This design comes from an exercise in tuning for small area, a short achievable clock period and few clock cycles on the open sky130 flow, not from production work.
Where RTL was checked, it was by simulation tests only, not by an equivalence proof against the original.
Power is estimated from default activity; no workload was simulated.

## spa
module spa (
  input  wire        clk,
  input  wire        rst,         
  output wire        ready,       
  input  wire        reg_rd,
  input  wire        reg_wr,
  input  wire [7:0]  reg_addr,
  input  wire [31:0] reg_wdata,
  output reg  [31:0] rdata,
  input  wire        cmd_valid,
  input  wire [63:0] cmd_word,
  output wire        err_o
);
Size: roughly 3900 cells after synthesis, about 370 flip-flops, ~140 I/O pins, ~31000 sq um of cells after synthesis.
==> flow/config.mk <==
export PLATFORM = sky130hd
export DESIGN_NAME = spa
export DESIGN_NICKNAME = spa
export VERILOG_FILES = /design/flow/design.v
export SDC_FILE = /design/flow/constraint.sdc
export NUM_CORES = 4
export LEC_CHECK = 0
export CAP_MARGIN = 20
export CORE_MARGIN = 2
export CORE_UTILIZATION = 40
export SLEW_MARGIN = 20
==> flow/constraint.sdc <==
create_clock -name core_clock -period 10.0 [get_ports {clk}]
set_input_delay 2.0000 -clock core_clock [delete_from_list [all_inputs] [get_ports {clk}]]
set_output_delay 2.0000 -clock core_clock [all_outputs]
set_load 0.01 [all_outputs]
run.sh (not shown) runs the stock make flow with config.mk's settings and CLKGATE_MAP_FILE= SYNTH_SCRIPT=/design/flow/synth_recipe.tcl, a recipe that flattens the netlist after the stock synthesis.
The starting point passed the timing, design-rule and antenna checks.
Testbench counts at the start, summed over its fixed seeds: cycles 97,156.
==> next run, changes <==
--- a/flow/config.mk
+++ b/flow/config.mk
@@ -10,0 +11 @@
+export SETUP_SLACK_MARGIN = 5
Effect: The new run produced a clean layout. Total power goes up by 31%. Worst hold slack barely changes. Clock skew stays flat. Sequential power goes down by about 5%. Synthesized area is unchanged. Clock power goes up by about 5%.

---

main:
The RTL this note starts from:
==> flow/design.v <==
module spa (
  input  wire        clk,
  input  wire        rst,         
  output wire        ready,       
  input  wire        reg_rd,
  input  wire        reg_wr,
  input  wire [7:0]  reg_addr,
  input  wire [31:0] reg_wdata,
  output wire [31:0] rdata,
  input  wire        cmd_valid,
  input  wire [63:0] cmd_word,
  output wire        err_o
);
  localparam [31:0] ID_VALUE     = 32'h5350_4131;
  localparam [31:0] CONFIG_VALUE = 32'h0000_0610;
  localparam [3:0] MC_LAST = 4'd7;      
  localparam [3:0] DC_LAST = 4'd15;     
  reg [31:0] pos;
  reg [15:0] frac;
  reg [31:0] delta;
  reg [31:0] lbeg;
  reg [31:0] lend;
  reg        dir;           
  reg        stopped;
  reg        disowned;
  reg [5:0]  handle;
  reg [2:0]  status;        
  reg        err;           
  reg [63:0] chact;
  reg        busy;
  reg        rdy;           
  reg        ph_m, ph_m0, ph_m1, ph_p1, ph_p2, ph_d, ph_d0, ph_f;
  reg [3:0]  cnt;
  reg        is_nl, is_fw, is_pp, back;
  reg        illegal;
  reg        lorder;        
  reg [31:0] len;           
  reg [33:0] len3;          
  reg        bnd_r;         
  reg [15:0] f1r;           
  reg        fin;           
  reg [32:0] A;
  reg [31:0] Q;
  assign ready = rdy;
  assign err_o = err;
  wire acc_wr  = ~busy & reg_wr;
  wire acc_cmd = ~busy & cmd_valid;
  wire [35:0] mul_sum = {4'd0, A[31:0]} + delta * Q[3:0];
  wire [32:0] d_a0  = A;
  wire        d_s0  = d_a0[32];
  wire [33:0] d_r1  = {d_a0, Q[31]} + ({2'b00, len} ^ {34{~d_s0}}) + {33'd0, ~d_s0};
  wire [34:0] d_4r  = {d_a0, Q[31], Q[30]};
  wire [34:0] d_kp  = d_s0 ? {3'b000, len} : ~{1'b0, len3};
  wire [34:0] d_kn  = d_s0 ? {1'b0, len3} : ~{3'b000, len};
  wire [34:0] d_cp  = d_4r + d_kp + {34'd0, ~d_s0};
  wire [34:0] d_cn  = d_4r + d_kn + {34'd0, ~d_s0};
  wire        d_n1  = d_r1[33];
  wire [34:0] d_r2  = d_n1 ? d_cn : d_cp;
  wire [31:0] r4716 = {A[15:0], Q[31:16]};
  wire        c48   = back & ~|r4716 & (Q[15:0] < ~frac);
  wire        rneg  = A[32];    
  wire sa_lend = ph_m0 | (ph_d0 & ~back) | (ph_f & (is_fw ? rneg : back));
  wire sa_len  = ph_m1;
  wire sa_pos  = ph_p1;
  wire sa_A    = ph_p2 & ~back;
  wire sa_lbeg = ((ph_p2 | ph_d0) & back) | (ph_f & (is_fw ? ~rneg : ~back));
  wire sb_lbeg = ph_m0;
  wire sb_len2 = ph_m1;
  wire sb_r    = ph_p1;
  wire sb_lend = ph_p2 & ~back;
  wire sb_A    = (ph_p2 & back) | ph_f;
  wire sb_Q    = ph_d0;
  wire x_inv   = ph_m0 | ((ph_p1 | ph_d0) & back) | ph_p2 | (ph_f & is_pp & (rneg ^ back));
  wire x_c     = ph_m0 | ((ph_p1 | ph_d0) & back) | ph_p2;
  wire [33:0] xa = ({34{sa_lend}} & {2'b00, lend})
                 | ({34{sa_len}}  & {2'b00, len})
                 | ({34{sa_pos}}  & {2'b00, pos})
                 | ({34{sa_A}}    & {2'b00, A[31:0]})
                 | ({34{sa_lbeg}} & {2'b00, lbeg});
  wire [33:0] xb = ({34{sb_lbeg}} & {2'b00, lbeg})
                 | ({34{sb_len2}} & {1'b0, len, 1'b0})
                 | ({34{sb_r}}    & {1'b0, c48, r4716})
                 | ({34{sb_lend}} & {2'b00, lend})
                 | ({34{sb_A}}    & {A[32], A})
                 | ({34{sb_Q}}    & {2'b00, Q});
  wire [33:0] xs = xa + (xb ^ {34{x_inv}}) + {33'd0, x_c};
  wire lzero   = ~|len;
  wire f_lord  = ~illegal & ~is_nl & bnd_r & lorder;
  wire f_ppz   = ~illegal & is_pp & bnd_r & ~lorder & lzero;
  wire f_any   = illegal | f_lord | f_ppz;
  wire        f_flip  = ph_f & fin & is_pp & rneg;
  wire        dir_nx  = dir ^ f_flip;
  wire [15:0] frac_nx = f_flip ? ~frac + 16'd1 : frac;
  reg [5:0]  ra;
  reg [31:0] rd_val;
  always @* begin
    case (ra)
      6'h00:   rd_val = pos;
      6'h01:   rd_val = {16'd0, frac};
      6'h02:   rd_val = delta;
      6'h03:   rd_val = lbeg;
      6'h04:   rd_val = lend;
      6'h05:   rd_val = {30'd0, stopped, dir};
      6'h06:   rd_val = {disowned, 25'd0, handle};
      6'h07:   rd_val = {29'd0, status};
      6'h08:   rd_val = ID_VALUE;
      6'h09:   rd_val = CONFIG_VALUE;
      6'h10:   rd_val = chact[31:0];
      6'h11:   rd_val = chact[63:32];
      default: rd_val = 32'd0;
    endcase
  end
  always @(posedge clk) ra <= reg_addr[7:2];
  assign rdata = rd_val;
  always @(posedge clk) begin
    if (acc_cmd) begin
      is_nl   <= (cmd_word[1:0] == 2'd0);
      is_fw   <= (cmd_word[1:0] == 2'd1);
      is_pp   <= (cmd_word[1:0] == 2'd2);
      back    <= (cmd_word[1:0] == 2'd2) & dir_nx;
      illegal <= (cmd_word[1:0] == 2'b11) | (|cmd_word[31:2]);
      Q       <= cmd_word[63:32];
      A       <= {17'd0, ((cmd_word[1:0] == 2'd2) & dir_nx) ? ~frac_nx : frac_nx};
    end else if (ph_m) begin
      A <= {1'b0, mul_sum[35:4]};
      Q <= {mul_sum[3:0], Q[31:4]};
    end else if (ph_p1) begin
      A <= xs[32:0];
    end else if (ph_p2) begin
      A <= {32'd0, xs[32] & (len != 32'd1)};
      Q <= xs[31:0];
    end else if (ph_d) begin
      A <= d_r2[32:0];
      Q <= {Q[29:0], ~d_n1, ~d_r2[34]};
    end
    if (ph_m0) begin
      len    <= xs[31:0];
      lorder <= xs[33];
    end
    if (ph_m1) len3 <= xs;
    if (ph_p1) f1r <= back ? ~Q[15:0] : Q[15:0];
    if (ph_p2) bnd_r <= ~xs[33];
  end
  always @(posedge clk) begin
    if (rst) begin
      pos      <= 32'd0;
      frac     <= 16'd0;
      delta    <= 32'd0;
      lbeg     <= 32'd0;
      lend     <= 32'd0;
      dir      <= 1'b0;
      stopped  <= 1'b0;
      disowned <= 1'b0;
      handle   <= 6'd0;
      status   <= 3'd0;
      err      <= 1'b0;
      chact    <= 64'd0;
      busy     <= 1'b0;
      rdy      <= 1'b1;
      ph_m     <= 1'b0;
      ph_m0    <= 1'b0;
      ph_m1    <= 1'b0;
      ph_p1    <= 1'b0;
      ph_p2    <= 1'b0;
      ph_d     <= 1'b0;
      ph_d0    <= 1'b0;
      ph_f     <= 1'b0;
      cnt      <= 4'd0;
      fin      <= 1'b0;
    end else begin
      ph_m0 <= acc_cmd;
      ph_m1 <= ph_m0;
      ph_p1 <= ph_m & (cnt == MC_LAST);
      ph_p2 <= ph_p1;
      ph_d0 <= ph_p2;
      ph_f  <= ph_d & (cnt == DC_LAST);
      if (acc_cmd) begin
        busy <= 1'b1;
        rdy  <= 1'b0;
        ph_m <= 1'b1;
      end
      if (ph_m | ph_d) cnt <= cnt + 4'd1;
      if (ph_m & (cnt == MC_LAST)) begin
        ph_m <= 1'b0;
        cnt  <= 4'd0;
      end
      if (ph_p2) ph_d <= 1'b1;
      if (ph_d & (cnt == DC_LAST)) begin
        ph_d <= 1'b0;
        busy <= 1'b0;
        rdy  <= 1'b1;
      end
      if (ph_d0) begin
        status <= status | {f_ppz, f_lord, illegal};
        err    <= err | f_any;
        fin    <= ~f_any & ~is_nl & bnd_r & ~lzero;
        if (~f_any) begin
          frac <= f1r;
          if (is_nl) begin
            if (bnd_r) begin
              stopped <= 1'b1;
              if (!disowned) chact[handle] <= 1'b0;
              else           pos <= xs[31:0];
            end else begin
              pos <= xs[31:0];
            end
          end else if (!bnd_r) begin
            pos <= xs[31:0];
          end else if (is_fw & lzero) begin
            pos <= 32'd0;
          end
        end
      end
      if (ph_f & fin) begin
        pos <= xs[31:0];
        if (is_pp & rneg) begin
          dir  <= ~dir;
          frac <= ~frac + 16'd1;
        end
      end
      if (acc_wr) begin
        case (reg_addr[7:2])
          6'h00: pos   <= reg_wdata;
          6'h01: frac  <= reg_wdata[15:0];
          6'h02: delta <= reg_wdata;
          6'h03: lbeg  <= reg_wdata;
          6'h04: lend  <= reg_wdata;
          6'h05: begin
            dir     <= reg_wdata[0];
            stopped <= reg_wdata[1];
          end
          6'h06: begin
            handle   <= reg_wdata[5:0];
            disowned <= reg_wdata[31];
          end
          6'h07: begin
            status <= status & ~reg_wdata[2:0];
            err    <= |(status & ~reg_wdata[2:0]);
          end
          6'h10: chact[31:0]  <= reg_wdata;
          6'h11: chact[63:32] <= reg_wdata;
          default: ;
        endcase
      end
    end
  end
endmodule
==> flow/config.mk <==
export PLATFORM = sky130hd
export DESIGN_NAME = spa
export DESIGN_NICKNAME = spa
export VERILOG_FILES = /design/flow/design.v
export SDC_FILE = /design/flow/constraint.sdc
export NUM_CORES = 4
export LEC_CHECK = 0
export CAP_MARGIN = 20
export CORE_MARGIN = 2
export CORE_UTILIZATION = 40
export SETUP_SLACK_MARGIN = 5
export SLEW_MARGIN = 20
==> flow/constraint.sdc <==
create_clock -name core_clock -period 10.0 [get_ports {clk}]
set_input_delay 2.0000 -clock core_clock [delete_from_list [all_inputs] [get_ports {clk}]]
set_output_delay 2.0000 -clock core_clock [all_outputs]
set_load 0.01 [all_outputs]
standard.sh (not shown) runs the stock make flow with config.mk's settings and CLKGATE_MAP_FILE= SYNTH_SCRIPT=/design/flow/synth_recipe.tcl, a recipe that flattens the netlist after the stock synthesis.
==> flow/flow/run.sh <==
#!/bin/bash
# The standard layout (standard synthesis unchanged) with the smallest buffer
# on every port instead of the default delay-buffer cell. Each tool's output
# goes to a log file in the work folder.
set -euo pipefail
bash standard.sh SETUP_SLACK_MARGIN=5.2 "BUFFER_PORTS_ARGS=-buffer_cell sky130_fd_sc_hd__buf_1" finish > standard_flow.log 2>&1
main finished end to end and its layout was clean on timing, DRC and antenna.
Changes in the feature branch relative to main:
-- flow/flow/run.sh --
<<< main, line 5
set -euo pipefail
bash standard.sh SETUP_SLACK_MARGIN=5.2 "BUFFER_PORTS_ARGS=-buffer_cell sky130_fd_sc_hd__buf_1" finish > standard_flow.log 2>&1
>>> the feature branch, line 5
set -euo pipefail
bash standard.sh "BUFFER_PORTS_ARGS=-buffer_cell sky130_fd_sc_hd__buf_1" finish > standard_flow.log 2>&1
==> comparison <==
main → the feature branch: total wirelength of the detailed-routed design lost 1.6%; combinational power lost about 7%; power per unit of standard cell area lost about 0.5%.
No run of this note included a check of the RTL's function; only the layout flow was run.

==> what the ideal ports hide <==
How much do the figures lean on ideal ports? The routed layouts below were timed once more, with nothing changed but the port constraints.
Step 1 assumes that a clkbuf_16 drives the clock port and a buf_2 every other input.
Step 2, shift: input delay + t, output delay - t, t = (earliest + latest rising clock arrival at the registers) / 2. This alone moves slack from input paths to output paths.
Three values: no drivers, after step 1, after step 2; two values: the first two.
run	t (ns)	slack for setup (ns)	worst register clock-pin slew, ns
the first run of note 1	0.686	2.071 / 2.071 / 2.071	0.06 / 0.06
the second run of note 1	0.679	4.404 / 4.404 / 4.404	0.07 / 0.07
main	0.661	5.079 / 5.079 / 5.079	0.07 / 0.07
the feature branch	0.652	4.870 / 4.870 / 4.870	0.07 / 0.07
After both steps setup and hold are still met in every run listed.
